From an optimization exercise on the open Yosys and OpenROAD flow, aimed at small area, a short achievable clock period and few clock cycles; shortcuts taken in it are not production practice. No run shown here included a check of the RTL's function; only the layout flow was run.

--- flow/config.mk ---
export PLATFORM = sky130hd
export DESIGN_NAME = sha256_stream
export DESIGN_NICKNAME = sha256_stream
export VERILOG_FILES = /design/flow/design.v
export SDC_FILE = /design/flow/constraint.sdc
export NUM_CORES = 4
export LEC_CHECK = 0
export CAP_MARGIN = 20
export CORE_MARGIN = 2
export CORE_UTILIZATION = 40
export SLEW_MARGIN = 20
--- flow/constraint.sdc ---
create_clock -name core_clock -period 10.0 [get_ports {clk}]
set_input_delay 2.0000 -clock core_clock [delete_from_list [all_inputs] [get_ports {clk}]]
set_output_delay 2.0000 -clock core_clock [all_outputs]
set_load 0.01 [all_outputs]
--- flow/design.v ---
module sha256_stream (
    input  wire         clk,
    input  wire         rst,           
    input  wire         start,         
    input  wire         mode,          
    input  wire         in_valid,
    output wire         in_ready,
    input  wire [31:0]  in_data,       
    input  wire         in_last,
    input  wire [2:0]   in_nbytes,     
    output wire [255:0] digest,
    output wire         digest_valid
);
    reg         busy;       
    reg         first;      
    reg  [5:0]  t;          
    reg         open;       
    reg         need80;     
    reg         fits;       
    reg         fin;        
    reg         done;       
    reg  [15:0] nbytes;     
    reg  [31:0] a, b, c, d, e, f, g, h;
    reg  [31:0] p0, p1, p2, p3;     
    reg  [31:0] q0, q1, q2, q3;     
    reg  [31:0] w [0:15];           
    integer i;
    wire        emit  = (t == 6'd63) || (t < 6'd15);
    wire [3:0]  slot  = t[3:0] + 4'd1;
    wire        stall = emit && open && !in_valid;
    wire        adv   = busy && !stall;         
    wire        rnd   = adv && !first;          
    wire        fin_r = (t >= 6'd60);           
    assign in_ready     = busy && open && emit;
    assign digest_valid = done;
    assign digest       = {p0, p1, p2, p3, q0, q1, q2, q3};
    reg  [31:0] k_t;
    always @(*) begin
        case (t)
            6'd0:  k_t = 32'h428a2f98; 6'd1:  k_t = 32'h71374491;
            6'd2:  k_t = 32'hb5c0fbcf; 6'd3:  k_t = 32'he9b5dba5;
            6'd4:  k_t = 32'h3956c25b; 6'd5:  k_t = 32'h59f111f1;
            6'd6:  k_t = 32'h923f82a4; 6'd7:  k_t = 32'hab1c5ed5;
            6'd8:  k_t = 32'hd807aa98; 6'd9:  k_t = 32'h12835b01;
            6'd10: k_t = 32'h243185be; 6'd11: k_t = 32'h550c7dc3;
            6'd12: k_t = 32'h72be5d74; 6'd13: k_t = 32'h80deb1fe;
            6'd14: k_t = 32'h9bdc06a7; 6'd15: k_t = 32'hc19bf174;
            6'd16: k_t = 32'he49b69c1; 6'd17: k_t = 32'hefbe4786;
            6'd18: k_t = 32'h0fc19dc6; 6'd19: k_t = 32'h240ca1cc;
            6'd20: k_t = 32'h2de92c6f; 6'd21: k_t = 32'h4a7484aa;
            6'd22: k_t = 32'h5cb0a9dc; 6'd23: k_t = 32'h76f988da;
            6'd24: k_t = 32'h983e5152; 6'd25: k_t = 32'ha831c66d;
            6'd26: k_t = 32'hb00327c8; 6'd27: k_t = 32'hbf597fc7;
            6'd28: k_t = 32'hc6e00bf3; 6'd29: k_t = 32'hd5a79147;
            6'd30: k_t = 32'h06ca6351; 6'd31: k_t = 32'h14292967;
            6'd32: k_t = 32'h27b70a85; 6'd33: k_t = 32'h2e1b2138;
            6'd34: k_t = 32'h4d2c6dfc; 6'd35: k_t = 32'h53380d13;
            6'd36: k_t = 32'h650a7354; 6'd37: k_t = 32'h766a0abb;
            6'd38: k_t = 32'h81c2c92e; 6'd39: k_t = 32'h92722c85;
            6'd40: k_t = 32'ha2bfe8a1; 6'd41: k_t = 32'ha81a664b;
            6'd42: k_t = 32'hc24b8b70; 6'd43: k_t = 32'hc76c51a3;
            6'd44: k_t = 32'hd192e819; 6'd45: k_t = 32'hd6990624;
            6'd46: k_t = 32'hf40e3585; 6'd47: k_t = 32'h106aa070;
            6'd48: k_t = 32'h19a4c116; 6'd49: k_t = 32'h1e376c08;
            6'd50: k_t = 32'h2748774c; 6'd51: k_t = 32'h34b0bcb5;
            6'd52: k_t = 32'h391c0cb3; 6'd53: k_t = 32'h4ed8aa4a;
            6'd54: k_t = 32'h5b9cca4f; 6'd55: k_t = 32'h682e6ff3;
            6'd56: k_t = 32'h748f82ee; 6'd57: k_t = 32'h78a5636f;
            6'd58: k_t = 32'h84c87814; 6'd59: k_t = 32'h8cc70208;
            6'd60: k_t = 32'h90befffa; 6'd61: k_t = 32'ha4506ceb;
            6'd62: k_t = 32'hbef9a3f7; default: k_t = 32'hc67178f2;
        endcase
    end
    wire [31:0] wt  = w[15];
    wire [31:0] s1  = {e[5:0], e[31:6]} ^ {e[10:0], e[31:11]} ^ {e[24:0], e[31:25]};
    wire [31:0] ch  = (e & f) ^ (~e & g);
    wire [31:0] s0  = {a[1:0], a[31:2]} ^ {a[12:0], a[31:13]} ^ {a[21:0], a[31:22]};
    wire [31:0] mj  = (a & b) | (a & c) | (b & c);
    wire [31:0] x_s = h ^ k_t ^ wt;
    wire [31:0] x_c = {((h & k_t) | (h & wt) | (k_t & wt)), 1'b0} ;
    wire [31:0] y_s = x_s ^ x_c ^ s1;
    wire [31:0] y_c = {((x_s & x_c) | (x_s & s1) | (x_c & s1)), 1'b0};
    wire [31:0] z_s = ch ^ s0 ^ mj;
    wire [31:0] z_c = {((ch & s0) | (ch & mj) | (s0 & mj)), 1'b0};
    wire [31:0] u_s = y_s ^ y_c ^ z_s;
    wire [31:0] u_c = {((y_s & y_c) | (y_s & z_s) | (y_c & z_s)), 1'b0};
    wire [31:0] v_s = u_s ^ u_c ^ z_c;
    wire [31:0] v_c = {((u_s & u_c) | (u_s & z_c) | (u_c & z_c)), 1'b0};
    wire [31:0] t_s = y_s ^ y_c ^ ch;
    wire [31:0] t_c = {((y_s & y_c) | (y_s & ch) | (y_c & ch)), 1'b0};
    wire [31:0] r_s = t_s ^ t_c ^ d;
    wire [31:0] r_c = {((t_s & t_c) | (t_s & d) | (t_c & d)), 1'b0};
    wire [31:0] a_new = v_s + v_c;
    wire [31:0] e_new = r_s + r_c;
    wire [31:0] pa_s = v_s ^ v_c ^ p3;
    wire [31:0] pa_c = {((v_s & v_c) | (v_s & p3) | (v_c & p3)), 1'b0};
    wire [31:0] qe_s = r_s ^ r_c ^ q3;
    wire [31:0] qe_c = {((r_s & r_c) | (r_s & q3) | (r_c & q3)), 1'b0};
    wire [31:0] pa   = pa_s + pa_c;
    wire [31:0] qe   = qe_s + qe_c;
    wire [31:0] w1  = w[1];
    wire [31:0] w14 = w[14];
    wire [31:0] ss0 = {w1[6:0], w1[31:7]} ^ {w1[17:0], w1[31:18]} ^ (w1 >> 3);
    wire [31:0] ss1 = {w14[16:0], w14[31:17]} ^ {w14[18:0], w14[31:19]} ^ (w14 >> 10);
    wire [31:0] m_s = ss1 ^ w[9] ^ ss0;
    wire [31:0] m_c = {((ss1 & w[9]) | (ss1 & ss0) | (w[9] & ss0)), 1'b0};
    wire [31:0] n_s = m_s ^ m_c ^ w[0];
    wire [31:0] n_c = {((m_s & m_c) | (m_s & w[0]) | (m_c & w[0])), 1'b0};
    wire [31:0] w_new = n_s + n_c;
    reg  [31:0] last_word;
    always @(*) begin
        case (in_nbytes)
            3'd0:    last_word = 32'h80000000;
            3'd1:    last_word = {in_data[31:24], 24'h800000};
            3'd2:    last_word = {in_data[31:16], 16'h8000};
            3'd3:    last_word = {in_data[31:8], 8'h80};
            default: last_word = in_data;
        endcase
    end
    wire [31:0] pad_word = need80 ? 32'h80000000 :
                           (fits && slot == 4'd15) ? {13'd0, nbytes, 3'd0} : 32'h0;
    wire [31:0] msg_word = open ? (in_last ? last_word : in_data) : pad_word;
    wire [31:0] w_in     = emit ? msg_word : w_new;
    always @(posedge clk) begin
        if (rst) begin
            busy   <= 1'b0;
            first  <= 1'b0;
            t      <= 6'd63;
            open   <= 1'b0;
            need80 <= 1'b0;
            fits   <= 1'b0;
            fin    <= 1'b0;
            done   <= 1'b0;
            nbytes <= 16'd0;
        end else if (start) begin
            busy   <= 1'b1;
            first  <= 1'b1;
            t      <= 6'd63;
            open   <= 1'b1;
            need80 <= 1'b0;
            fits   <= 1'b0;
            fin    <= 1'b0;
            done   <= 1'b0;
            nbytes <= 16'd0;
        end else if (adv) begin
            t     <= t + 6'd1;
            first <= 1'b0;
            if (emit) begin
                if (open) begin
                    nbytes <= nbytes + (in_last ? {13'd0, in_nbytes} : 16'd4);
                    if (in_last) begin
                        open   <= 1'b0;
                        need80 <= (in_nbytes == 3'd4);
                        fits   <= (slot <= 4'd13);
                    end
                end else if (need80) begin
                    need80 <= 1'b0;
                    fits   <= (slot <= 4'd13);
                end else if (slot == 4'd0) begin
                    fits <= 1'b1;
                end else if (slot == 4'd15 && fits) begin
                    fin <= 1'b1;
                end
            end
            if (rnd && t == 6'd63 && fin) begin
                busy <= 1'b0;
                done <= 1'b1;
            end
        end
    end
    always @(posedge clk) begin
        if (start) begin
            if (mode) begin
                a <= 32'hc1059ed8; b <= 32'h367cd507; c <= 32'h3070dd17; d <= 32'hf70e5939;
                e <= 32'hffc00b31; f <= 32'h68581511; g <= 32'h64f98fa7; h <= 32'hbefa4fa4;
                p0 <= 32'hc1059ed8; p1 <= 32'h367cd507; p2 <= 32'h3070dd17; p3 <= 32'hf70e5939;
                q0 <= 32'hffc00b31; q1 <= 32'h68581511; q2 <= 32'h64f98fa7; q3 <= 32'hbefa4fa4;
            end else begin
                a <= 32'h6a09e667; b <= 32'hbb67ae85; c <= 32'h3c6ef372; d <= 32'ha54ff53a;
                e <= 32'h510e527f; f <= 32'h9b05688c; g <= 32'h1f83d9ab; h <= 32'h5be0cd19;
                p0 <= 32'h6a09e667; p1 <= 32'hbb67ae85; p2 <= 32'h3c6ef372; p3 <= 32'ha54ff53a;
                q0 <= 32'h510e527f; q1 <= 32'h9b05688c; q2 <= 32'h1f83d9ab; q3 <= 32'h5be0cd19;
            end
        end else if (adv) begin
            for (i = 0; i < 15; i = i + 1)
                w[i] <= w[i + 1];
            w[15] <= w_in;
            if (rnd) begin
                if (t == 6'd63) begin
                    a <= pa; b <= p0; c <= p1; d <= p2;
                    e <= qe; f <= q0; g <= q1; h <= q2;
                end else begin
                    a <= a_new; b <= a; c <= b; d <= c;
                    e <= e_new; f <= e; g <= f; h <= g;
                end
                if (fin_r) begin
                    p0 <= pa; p1 <= p0; p2 <= p1; p3 <= p2;
                    q0 <= qe; q1 <= q0; q2 <= q1; q3 <= q2;
                end
            end
        end
    end
endmodule
--- flow/run.sh ---
#!/bin/bash
# synth_recipe.tcl (not shown) runs the flow's synth.tcl, then flattens the netlist and writes it again
# the make line also repeats each setting of config.mk as NAME=value (left out here)
make -C /OpenROAD-flow-scripts/flow DESIGN_CONFIG=/design/flow/config.mk WORK_HOME=/design/flow/orfs CLKGATE_MAP_FILE= SYNTH_SCRIPT=/design/flow/synth_recipe.tcl finish
==> results of run 1 <==
==> path summary, 6_finish.rpt <==
kind	depth (start not counted)	slack, ps	to	from
setup / recovery	21	2840	a[31]	e[27]
setup reg to reg	21	2840	a[31]	e[27]
hold reg to reg	0	410	w[11][23]	w[12][23]
hold / removal	0	410	w[11][23]	w[12][23]
==> cells in the mapped netlist (all sizes together) (29+ instances only) <==
cell type / instances
nor3: 52
a21o: 162
clkbuf: 247
ha: 180
or2: 70
o211ai: 29
xor2: 118
buf: 37
nor2: 205
fa: 338
dfxtp: 61
nand2: 577
o21a: 30
nand3: 115
a21oi: 254
o21ai: 196
xnor2: 290
inv: 387
edfxtp: 1024
nor2b: 54
a31oi: 129
a221oi: 31
==> cells by family (layout without fill, tap and decap cells) <==
group | after synthesis | count (layout)
compound gates | 1040 | 1040
xor+xnor | 408 | 408
fa+ha+maj | 542 | 542
buf+inv | 674 | 967
flops | 1085 | 1085
mux | 45 | 45
other cells | 0 | 1
simple gates | 1182 | 1182
==> metal layers <==
layer	part of all wire, %	vias to the layer above	track usage [%]
li1	-	17910	-
met1	43	20260	34.87
met2	45	1663	38.47
met3	7.4	324	4.509
met4	4.5	0	9.730
met5	0	-	0
==> worst reg2reg max path, delay by kind of cell (launching register included) <==
kind	cells	cell delay, ps
fa+ha+maj	5	2540
compound gates	5	1570
simple gates	4	1190
flops	1	600
xor+xnor	3	700
buf+inv	4	310
==> cell type report <==
cell class                      count  area [µm²]  area share (%)
Antenna cell                        1       2.502        0.003629
Clock buffer                      138        3059           4.436
Clock inverter                     83        1151           1.669
Inverter                          390        1476           2.141
Multi-Input combinational cell   3217       25380           36.81
Sequential cell                  1085       31970           46.36
Tap cell                         1944        2432           3.527
Timing Repair Buffer              356        3485           5.053
==> results.txt, run 1 <==
status=timing/DRC/antenna clean; pin count of the biggest net entering global routing=roughly 160; # IOs=approximately 300; Post-Synth Adder-Cell Area=about 15%; Cell Chain, Critical Path=xor2_1 > xnor2_1 > fa_1 > inv_1 > fa_1 > inv_1 > fa_1 > inv_1 > fa_1 > inv_1 > fa_1 > nor2b_1 > o31ai_1 > a2111oi_0 > nor3_1 > nor2_1 > a31o_2 > o221ai_1 > xnor2_1 > a21oi_1 > nor3b_1; Final Core Density=between 40% and 50%; Clock Tree Buf Depth=3; wire length of the first global-routing pass=277300 µm; crit path DAT=around 7700 ps; fin crit share=71.55%; vias in the first global route=a little under 40000; critical path data required time=about 11000 ps; Wirelength per Cell=approximately 27 µm; Synth Register Bits=about 1100; Setup WS post-layout=between 2000 and 3000 ps; DP HPWL=about 140000 µm; CTS tree=yes; final worst path period need=about 7200 ps; crit-path most repeated cell=fa_1; main combinational cell family by area after synthesis=adder cells; Pre-antenna DRT Iters=6; CP top delay family=adder cells; grt ovf=0; pre-CTS setup slack=~3000 ps; total number of vias=~40000; Setup Skew=32.14 ps; Vias/cell=5.566; mux contribution to synthesized area=less than 1%; Slew Viols, Final=0; fillers=13550; clock-pin slew on the worst setup and hold paths=~60 ps; Die W=just under 400 µm; Port-buffer cells=just under 300; hold violation count in the final report=0; max reg flops=~510; Syn Nets=5535; Worst-Margin Slew=between 1000 and 1500 ps; total global-route track usage=about a quarter; post-synthesis sequential area ratio=a little over half; Crit Path Max Fanout=5; element type at the critical path end=register; yosys warns=2; Hold-fix buffers, CTS=0; Netlist cell types=87; kind of critical path=register to register; Post-Synth Simple-Gate Area=8.818%; xor and xnor area share after synthesis=under 10%; Post-synth EDFFs=roughly 1000; Layout Nets=5727; top cell type's share of synthesized area=between 50% and 60%; commonest cells after routing, fill and taps aside=edfxtp_1 (1024), nand2_1 (577), inv_1 (384); # setup viols final=0; synth top area cells=edfxtp_1 (51%), fa_1 (11%), xnor2_1 (4.2%), ha_1 (3.8%), nand2_1 (3.6%); most common cell after layout, fill and taps aside=edfxtp_1; Post-Syn Instances=~5000; iteration-0 DRC count of the detailed router=4171; Starting Density=about two fifths; initial antenna violation count=3; ys flop type=edfxtp_1; Reg with most FFs=w; max incr delay on CP=880 ps; site row count=about 140; DRC Markers=0; Slowest cell on crit path=a2111oi_0; DRT antenna net count=0; area leader, netlist=edfxtp_1; max-cap violations=0; unrepaired setup endpoints after global routing=no; total core area=around 150000 µm²; die height=391.0 µm; WL final=between 150000 and 200000 µm; worst skew pair latency=just under 800 ps; clock buffer count from CTS=between 100 and 150; Max Freq=approximately 140 MHz; Final GP Congestion=between 0.9 and 1; Synth-to-Final Area Change=15.11%; Startpoint Class=register; Slew Limit Headroom=approximately 24%; Fin Setup TNS=0 ps; htree depth=3; Hold Crit Class=register to register; dpl cells=~7000; die area=about 150000 µm²; syn_area_per_cell=around 12 µm²; post-CTS setup buffer count=0; Cell Area, Placed=around 65000 µm²; clk sink count=between 1000 and 1500; post-synthesis compound-gate area fraction=between 10% and 20%; layout cell share with drive strength beyond 1=6.870%; FFs w/ async S/R, synth=0%; final instance area=68960 µm²; CTS resizes=0; Root Buffer=clkbuf_16; Post-Syn Area=59910 µm²; Finished Layout Cells=7214; Min Hold Slack=around 410 ps; Buf+Inv Stages, Crit Path=4
==> inputs of run 2 (changes only) <==
--- a/flow/design.v
+++ b/flow/design.v
@@ -21,2 +21,5 @@
     reg         done;       
+    reg         m224;       
+    reg         rotating;   
+    reg  [3:0]  rot;        
     reg  [15:0] nbytes;     
@@ -29,3 +32,4 @@
     wire [3:0]  slot  = t[3:0] + 4'd1;
-    wire        stall = emit && open && !in_valid;
+    wire        want  = busy && emit && open;   
+    wire        stall = want && (rotating || !in_valid);
     wire        adv   = busy && !stall;         
@@ -33,3 +37,3 @@
     wire        fin_r = (t >= 6'd60);           
-    assign in_ready     = busy && open && emit;
+    assign in_ready     = want && !rotating;
     assign digest_valid = done;
@@ -134,2 +138,4 @@
             nbytes <= 16'd0;
+            rotating <= 1'b0;
+            rot    <= 4'd0;
         end else if (start) begin
@@ -144,2 +150,11 @@
             nbytes <= 16'd0;
+            m224   <= mode;
+            rotating <= 1'b0;
+            rot    <= 4'd0;
+        end else if (stall) begin
+            rot <= rot + 4'd1;
+            if (!rotating)
+                rotating <= 1'b1;
+            else if (rot == 4'd15)
+                rotating <= 1'b0;
         end else if (adv) begin
@@ -170,2 +185,28 @@
     end
+    wire t63 = (t == 6'd63);
+    always @(posedge clk) begin
+        for (i = 0; i < 15; i = i + 1)
+            w[i] <= w[i + 1];
+        w[15] <= stall ? w[0] : w_in;
+    end
+    always @(posedge clk) begin
+        if (stall) begin
+            a <= h; b <= a; c <= b; d <= c;
+            e <= d; f <= e; g <= f; h <= g;
+        end else if (first) begin
+            if (m224) begin
+                a <= 32'hc1059ed8; b <= 32'h367cd507; c <= 32'h3070dd17; d <= 32'hf70e5939;
+                e <= 32'hffc00b31; f <= 32'h68581511; g <= 32'h64f98fa7; h <= 32'hbefa4fa4;
+            end else begin
+                a <= 32'h6a09e667; b <= 32'hbb67ae85; c <= 32'h3c6ef372; d <= 32'ha54ff53a;
+                e <= 32'h510e527f; f <= 32'h9b05688c; g <= 32'h1f83d9ab; h <= 32'h5be0cd19;
+            end
+        end else if (t63) begin
+            a <= pa; b <= p0; c <= p1; d <= p2;
+            e <= qe; f <= q0; g <= q1; h <= q2;
+        end else begin
+            a <= a_new; b <= a; c <= b; d <= c;
+            e <= e_new; f <= e; g <= f; h <= g;
+        end
+    end
     always @(posedge clk) begin
@@ -173,4 +214,2 @@
             if (mode) begin
-                a <= 32'hc1059ed8; b <= 32'h367cd507; c <= 32'h3070dd17; d <= 32'hf70e5939;
-                e <= 32'hffc00b31; f <= 32'h68581511; g <= 32'h64f98fa7; h <= 32'hbefa4fa4;
                 p0 <= 32'hc1059ed8; p1 <= 32'h367cd507; p2 <= 32'h3070dd17; p3 <= 32'hf70e5939;
@@ -178,4 +217,2 @@
             end else begin
-                a <= 32'h6a09e667; b <= 32'hbb67ae85; c <= 32'h3c6ef372; d <= 32'ha54ff53a;
-                e <= 32'h510e527f; f <= 32'h9b05688c; g <= 32'h1f83d9ab; h <= 32'h5be0cd19;
                 p0 <= 32'h6a09e667; p1 <= 32'hbb67ae85; p2 <= 32'h3c6ef372; p3 <= 32'ha54ff53a;
@@ -183,19 +220,5 @@
             end
-        end else if (adv) begin
-            for (i = 0; i < 15; i = i + 1)
-                w[i] <= w[i + 1];
-            w[15] <= w_in;
-            if (rnd) begin
-                if (t == 6'd63) begin
-                    a <= pa; b <= p0; c <= p1; d <= p2;
-                    e <= qe; f <= q0; g <= q1; h <= q2;
-                end else begin
-                    a <= a_new; b <= a; c <= b; d <= c;
-                    e <= e_new; f <= e; g <= f; h <= g;
-                end
-                if (fin_r) begin
-                    p0 <= pa; p1 <= p0; p2 <= p1; p3 <= p2;
-                    q0 <= qe; q1 <= q0; q2 <= q1; q3 <= q2;
-                end
-            end
+        end else if (rnd && fin_r) begin
+            p0 <= pa; p1 <= p0; p2 <= p1; p3 <= p2;
+            q0 <= qe; q1 <= q0; q2 <= q1; q3 <= q2;
         end
==> results.txt, run 2 <==
status=timing/DRC/antenna clean; Slew Limit Headroom=roughly a quarter; Reg-to-Reg Start=e[26]; max reg flops=between 500 and 600; total number of vias=slightly above 40000; mux contribution to synthesized area=less than 1%; xor and xnor area share after synthesis=~6.5%; routed wl met2=between 90000 and 100000 µm; most common cell after layout, fill and taps aside=dfxtp_1; post-CTS setup buffer count=0; worst skew pair latency=780 ps; Pre-antenna DRT Iters=6; FFs w/ async S/R, synth=0%; Final GP Congestion=about 0.96; Post-Synth Adder-Cell Area=between 15 and 20%; kind of critical path=register to register; unrepaired setup endpoints after global routing=no; site row count=134; Synth top cells by count=dfxtp_1 (834), inv_1 (452), nand2_1 (406); total core area=133800 µm²; flop-to-flop setup slack=approximately 3000 ps; Hold EP=w[6][14]; clk sink count=1091; Hold Crit Class=register to register; Slowest cell on crit path=o41ai_1; Clock Tree Buf Depth=3; Worst-Margin Slew=1143 ps; grt ovf=0; Hold Crit Depth=0; Post-synth EDFFs=approximately 260; critical path data required time=10460 ps; commonest cells after routing, fill and taps aside=dfxtp_1 (833), inv_1 (450), nand2_1 (403); ys flop type=dfxtp_1; Syn Nets=5866; hold violation count in the final report=0; Slew Viols, Final=0; WL final=201500 µm; CP Launch Point=e[26]; max-cap violations=0; DP HPWL=between 150000 and 200000 µm; Port-buffer cells=298; HP Start=w[7][14]; pin count of the biggest net entering global routing=169; most common cell in the synthesized netlist=dfxtp_1; area leader, netlist=dfxtp_1; Starting Density=between 40% and 50%; DRC Markers=0; Reg with most FFs=w; die height=371.7 µm; Post-Syn Area=54070 µm²; DRT antenna net count=0; FF+latch area=24420 µm²; total global-route track usage=between 20% and 30%; syn_area_per_cell=10.19 µm²; top layer in use=met5; Hold-fix buffers, CTS=0; Post-Synth Simple-Gate Area=9.274%; Fin Setup TNS=0 ps; # IOs=299; htree depth=3; initial antenna violation count=7; Crit Path Max Fanout=5; Layout Nets=around 6000; Metal-1 WL=86350 µm; CTS tree=yes; Max Freq=between 100 and 150 MHz; iteration-0 DRC count of the detailed router=roughly 4600; clock-pin slew on the worst setup and hold paths=~70 ps; DR WL met3=about 16000 µm; reg2reg end=q0[31]; # setup viols final=0; final instance area=between 60000 and 70000 µm²; wire length of the first global-routing pass=286200 µm; crit path DAT=roughly 7500 ps; Die W=approximately 370 µm; Cell Chain, Critical Path=xor2_1 > xnor2_1 > fa_1 > inv_1 > fa_1 > fa_1 > fa_1 > ha_1 > fa_1 > a211oi_1 > o21bai_1 > o22a_1 > a32oi_1 > o21bai_1 > o41ai_1 > o2111ai_1 > a21oi_1 > xnor2_1 > o21ai_0; Cell Area, Placed=58660 µm²; Synth-to-Final Area Change=15.53%; max incr delay on CP=between 600 and 700 ps; synth top area cells=dfxtp_1 (31%), edfxtp_1 (14%), fa_1 (13%), xnor2_1 (4.8%), ha_1 (4.2%); area used by multi-input combinational logic=about 27000 µm²; Setup Skew=77.02 ps; Netlist cell types=between 80 and 90; Post-Syn Instances=roughly 5300; Vias/cell=roughly 5.6; fin crit share=70.02%; final worst path period need=~7000 ps; element type at the critical path end=register; clock buffer count from CTS=about 110; crit-path most repeated cell=fa_1; post-synthesis compound-gate area fraction=between 15 and 20%; CTS resizes=0; top cell type's share of synthesized area=a little under a third; main combinational cell family by area after synthesis=adder cells; yosys warns=2; post-synthesis sequential area ratio=between 40% and 50%; Synth Register Bits=1091; die area=138100 µm²; vias in the first global route=39920; Worst Reg2Reg Path Length in Cells=19; Wirelength per Cell=roughly 27 µm; fillers=12660; Startpoint Class=register; layout cell share with drive strength beyond 1=roughly 6.6%; Root Buffer=clkbuf_16
==> run 2: changes by cell type after synthesis, sizes merged, moves of 101 or more <==
cell    change
a21o      -101
edfxtp    -767
o21ai     +200
nand2     -171
dfxtp     +773
a21oi     +135
a22oi     +104
==> run 2: worst max-delay path: cells and delay by family, from the launching register on <==
kind / cells / cell delay, ps
DFF: 1 / 610
adders and majority gates: 6 / 2820
xor gates and xnor gates: 3 / 530
buffers and inverters: 1 / 60
AOI/OAI and AO/OA: 9 / 2670
==> run 2: worst max path at each step <==
stage	to	slack, ps
floorplan	p0[0]	900
global placement	k_t[4]	2740
detailed placement	k_t[4]	2750
CTS	q0[31]	3110
global route	q0[31]	2590
finish	q0[31]	3000
==> run 2: area by class of cell <==
type / count / area share, %
diodes: 2 / 0.008011
clock buffers: 152 / 4.953
clock inverters: 59 / 1.142
inverters: 456 / 2.742
multi-input cells: 3447 / 42.95
flip-flops and latches: 1091 / 39.09
well taps: 1768 / 3.541
repair buffers: 361 / 5.578
==> run 2: routing by layer <==
layer | global-route usage [%] | vias up
li1 | - | 18380
met1 | 39.81 | 20410
met2 | 44.80 | 1834
met3 | 5.168 | 370
met4 | 11.37 | 10
met5 | 0 | -
==> run 2: stage by stage <==
step	hold WS [ps]	worst slack, ps	cells	util [%]
after floorplan	309.6	900.5	5306	-
after global placement	309.7	2738	7123	43.84
after detailed placement	312.1	2754	7123	43.84
after CTS	299.0	3106	7334	46.69
after global routing	304.6	2590	7334	46.69
final	314.0	2998	7336	46.69
==> run 2: cells by family (layout without fill, tap and decap cells) <==
kind of cell / count (synthesis) / count (layout)
XOR/XNOR: 403 / 403
flip-flops: 1091 / 1091
adder cells (fa/ha/maj): 543 / 543
AO/OA/AOI/OAI: 1363 / 1363
buffers and inverters: 768 / 1028
other: 0 / 2
AND/OR/NAND/NOR: 1096 / 1096
multiplexers: 42 / 42
==> inputs of run 3 (changes only) <==
--- a/flow/config.mk
+++ b/flow/config.mk
@@ -7,2 +7,3 @@
 export LEC_CHECK = 0
+export ABC_CLOCK_PERIOD_IN_PS = 4000
 export CAP_MARGIN = 20
@@ -10,2 +11,3 @@
 export CORE_UTILIZATION = 40
+export SETUP_SLACK_MARGIN = 4
 export SLEW_MARGIN = 20
==> results.txt, run 3 <==
CTS tree=yes; pin count of the biggest net entering global routing=between 100 and 150; WL final=roughly 200000 µm; Hold-fix buffers, CTS=0; grt ovf=0; max reg flops=approximately 510; most common cell after layout, fill and taps aside=dfxtp_1; site row count=between 100 and 150; Crit Path Max Fanout=3; max incr delay on CP=580 ps; DRC Markers=0; initial antenna violation count=13; Vias/cell=between 5 and 6; CP Launch Point=k_t[1]; Min Hold Slack=about 280 ps; Reg-to-Reg Start=k_t[1]; final worst path period need=roughly 6000 ps; max-cap violations=0; Synth-to-Final Area Change=17.48%; post-synthesis sequential area ratio=45.15%; flop-to-flop setup slack=about 4100 ps; Post-Syn Area=54070 µm²; Reg with most FFs=w; GR Layer Usage met1=38.80%; Pre-antenna DRT Iters=8; ys flop type=dfxtp_1; area leader, netlist=dfxtp_1; Root Buffer=clkbuf_16; Syn Nets=5866; Synth top cells by count=dfxtp_1 (834), inv_1 (452), nand2_1 (406); Netlist cell types=88; total number of vias=41420; yosys warns=2; # IOs=299; Layout Nets=between 6000 and 7000; most common cell in the synthesized netlist=dfxtp_1; reg2reg end=q0[31]; Worst Reg2Reg Path Length in Cells=20; total global-route track usage=28.80%; vias in the first global route=40330; Wirelength per Cell=~27 µm; Slowest cell on crit path=fa_1; Starting Density=40.41%; Hold Crit Depth=0; layout cell share with drive strength beyond 1=roughly a tenth; Top Usage Layer GRT=met2; Setup Skew=a little under 80 ps; iteration-0 DRC count of the detailed router=around 4500; Hold Crit Class=register to register; top cell type's share of synthesized area=a little under a third; GR Layer Usage met2=44.72%; fin crit share=59.49%; Max Freq=168.1 MHz; Slew Viols, Final=0; Cell Chain, Critical Path=fa_1 > inv_2 > fa_1 > inv_1 > fa_1 > fa_1 > fa_1 > ha_4 > fa_2 > a211oi_2 > o21bai_2 > o22a_2 > a32oi_4 > o21bai_4 > o41ai_2 > buf_4 > o2111ai_1 > a21oi_1 > xnor2_1 > o21ai_0; total core area=about 130000 µm²; Worst-Margin Slew=1048 ps; unrepaired setup endpoints after global routing=yes; die height=~370 µm; clock buffer count from CTS=about 120; Clock Tree Buf Depth=3; Fin Setup TNS=0 ps; Synth Register Bits=around 1100; crit-path most repeated cell=fa_1; fillers=around 13000; # setup viols final=0; worst skew pair latency=slightly above 800 ps; Post-synth EDFFs=~260; Startpoint Class=register; DP HPWL=~150000 µm; Port-buffer cells=about 300; DRT antenna net count=0; syn_area_per_cell=a little over 10 µm²; synth top area cells=dfxtp_1 (31%), edfxtp_1 (14%), fa_1 (13%), xnor2_1 (4.8%), ha_1 (4.2%); FFs w/ async S/R, synth=0%; wire length of the first global-routing pass=about 290000 µm; die area=roughly 140000 µm²; crit path DAT=~6400 ps; commonest cells after routing, fill and taps aside=dfxtp_1 (778), inv_1 (446), nand2_1 (402); clock-pin slew on the worst setup and hold paths=approximately 70 ps; Post-Syn Instances=about 5300; hold violation count in the final report=0; kind of critical path=register to register; Worst Setup EP=q0[31]; element type at the critical path end=register; status=timing/DRC/antenna clean; critical path data required time=~10000 ps; htree depth=3; Final GP Congestion=a little under 1; Slew Limit Headroom=a little under a third; clk sink count=1091; Die W=371.7 µm; Global Route met3 Usage=approximately 6.2%
run 3: worst min-delay path by stage:
stage | startpoint | end | slack [ps]
floorplan | w[11][0] | w[10][0] | 310
global placement | w[12][4] | w[11][4] | 310
detailed placement | w[11][11] | w[10][11] | 310
CTS | w[11][13] | w[10][13] | 270
global route | w[11][13] | w[10][13] | 270
finish | w[11][13] | w[10][13] | 280
run 3: what timing repair did:
action,4_1_cts,5_1_grt
gates resized for setup,63,114
setup endpoints to repair,52,49
buffers inserted,13,16
pin swaps,17,45
run 3: worst max-delay path, delay by kind of cell (launching register included):
family                     cells  cell delay [ps]
AOI/OAI and AO/OA              9             1670
xor gates and xnor gates       1              160
adders and majority gates      7             3140
buffers and inverters          3              280
DFF                            1              390
run 3: layer usage:
metal | share of wire [%] | vias up
met3 | 8.7 | 395
met4 | 4.7 | 14
li1 | - | 18430
met2 | 45 | 1975
met5 | 0.12 | -
met1 | 42 | 20610
run 3: cell type report:
| cell class | count | area (µm²) | share of cell area (%) |
|---|---|---|---|
| Clock buffer | 161 | 3303 | 5.200 |
| Timing Repair Buffer | 383 | 3682 | 5.797 |
| Inverter | 456 | 1719 | 2.706 |
| Clock inverter | 57 | 735.7 | 1.158 |
| Tap cell | 1768 | 2212 | 3.482 |
| Antenna cell | 2 | 5.005 | 0.007879 |
| Multi-Input combinational cell | 3447 | 27370 | 43.08 |
| Sequential cell | 1091 | 24500 | 38.57 |
run 3: per-stage QoR:
stage          util, %  area, µm²  setup WS (ps)  cells
2_1_floorplan        -      54080           4222   5306
3_3_place_gp     43.81      58620           2920   7116
3_5_place_dp     43.81      58620           2947   7116
4_1_cts          47.08      63000           3920   7347
5_1_grt          47.48      63520           3832   7363
6_report         47.48      63520           4051   7365
run 3: cells by family after synthesis:
kind of cell	synth area share [%]
adders and majority gates	17.15
xor gates and xnor gates	6.528
DFF	45.15
buffers and inverters	5.412
and+or+nand+nor	9.274
AOI/OAI and AO/OA	15.65
muxes	0.8353

afterwards: timing with drivers on the ports:
In the flow no input, the clock included, has a driving cell. The finished layouts below were timed again as built, in two steps.
Step 1, drivers: a clkbuf_16 drives clk and a buf_2 each remaining input, both assumed.
Step 2 adds t to the input delays and takes it off the output delays; t is the mean of the earliest and latest rising clock arrival at the registers after step 1. Input paths then give back, and output paths get back, about the clock's delay inside the block.
Slacks: ideal ports / drivers / drivers and shift; pairs: ideal ports / drivers.
run | shift t [ns] | slack for setup (ns) | worst data-port slew with drivers (ns)
run 1 | 0.824 | 2.845 / 2.845 / 2.845 | 0.07
run 2 | 0.830 | 2.998 / 2.998 / 2.705 | 0.05
run 3 | 0.847 | 4.051 / 4.051 / 3.494 | 0.04
After both steps setup and hold are still met in every run listed. The setup slack of run 3, which loses most, moves by 0.000 ns with the drivers and by -0.557 ns with both steps.
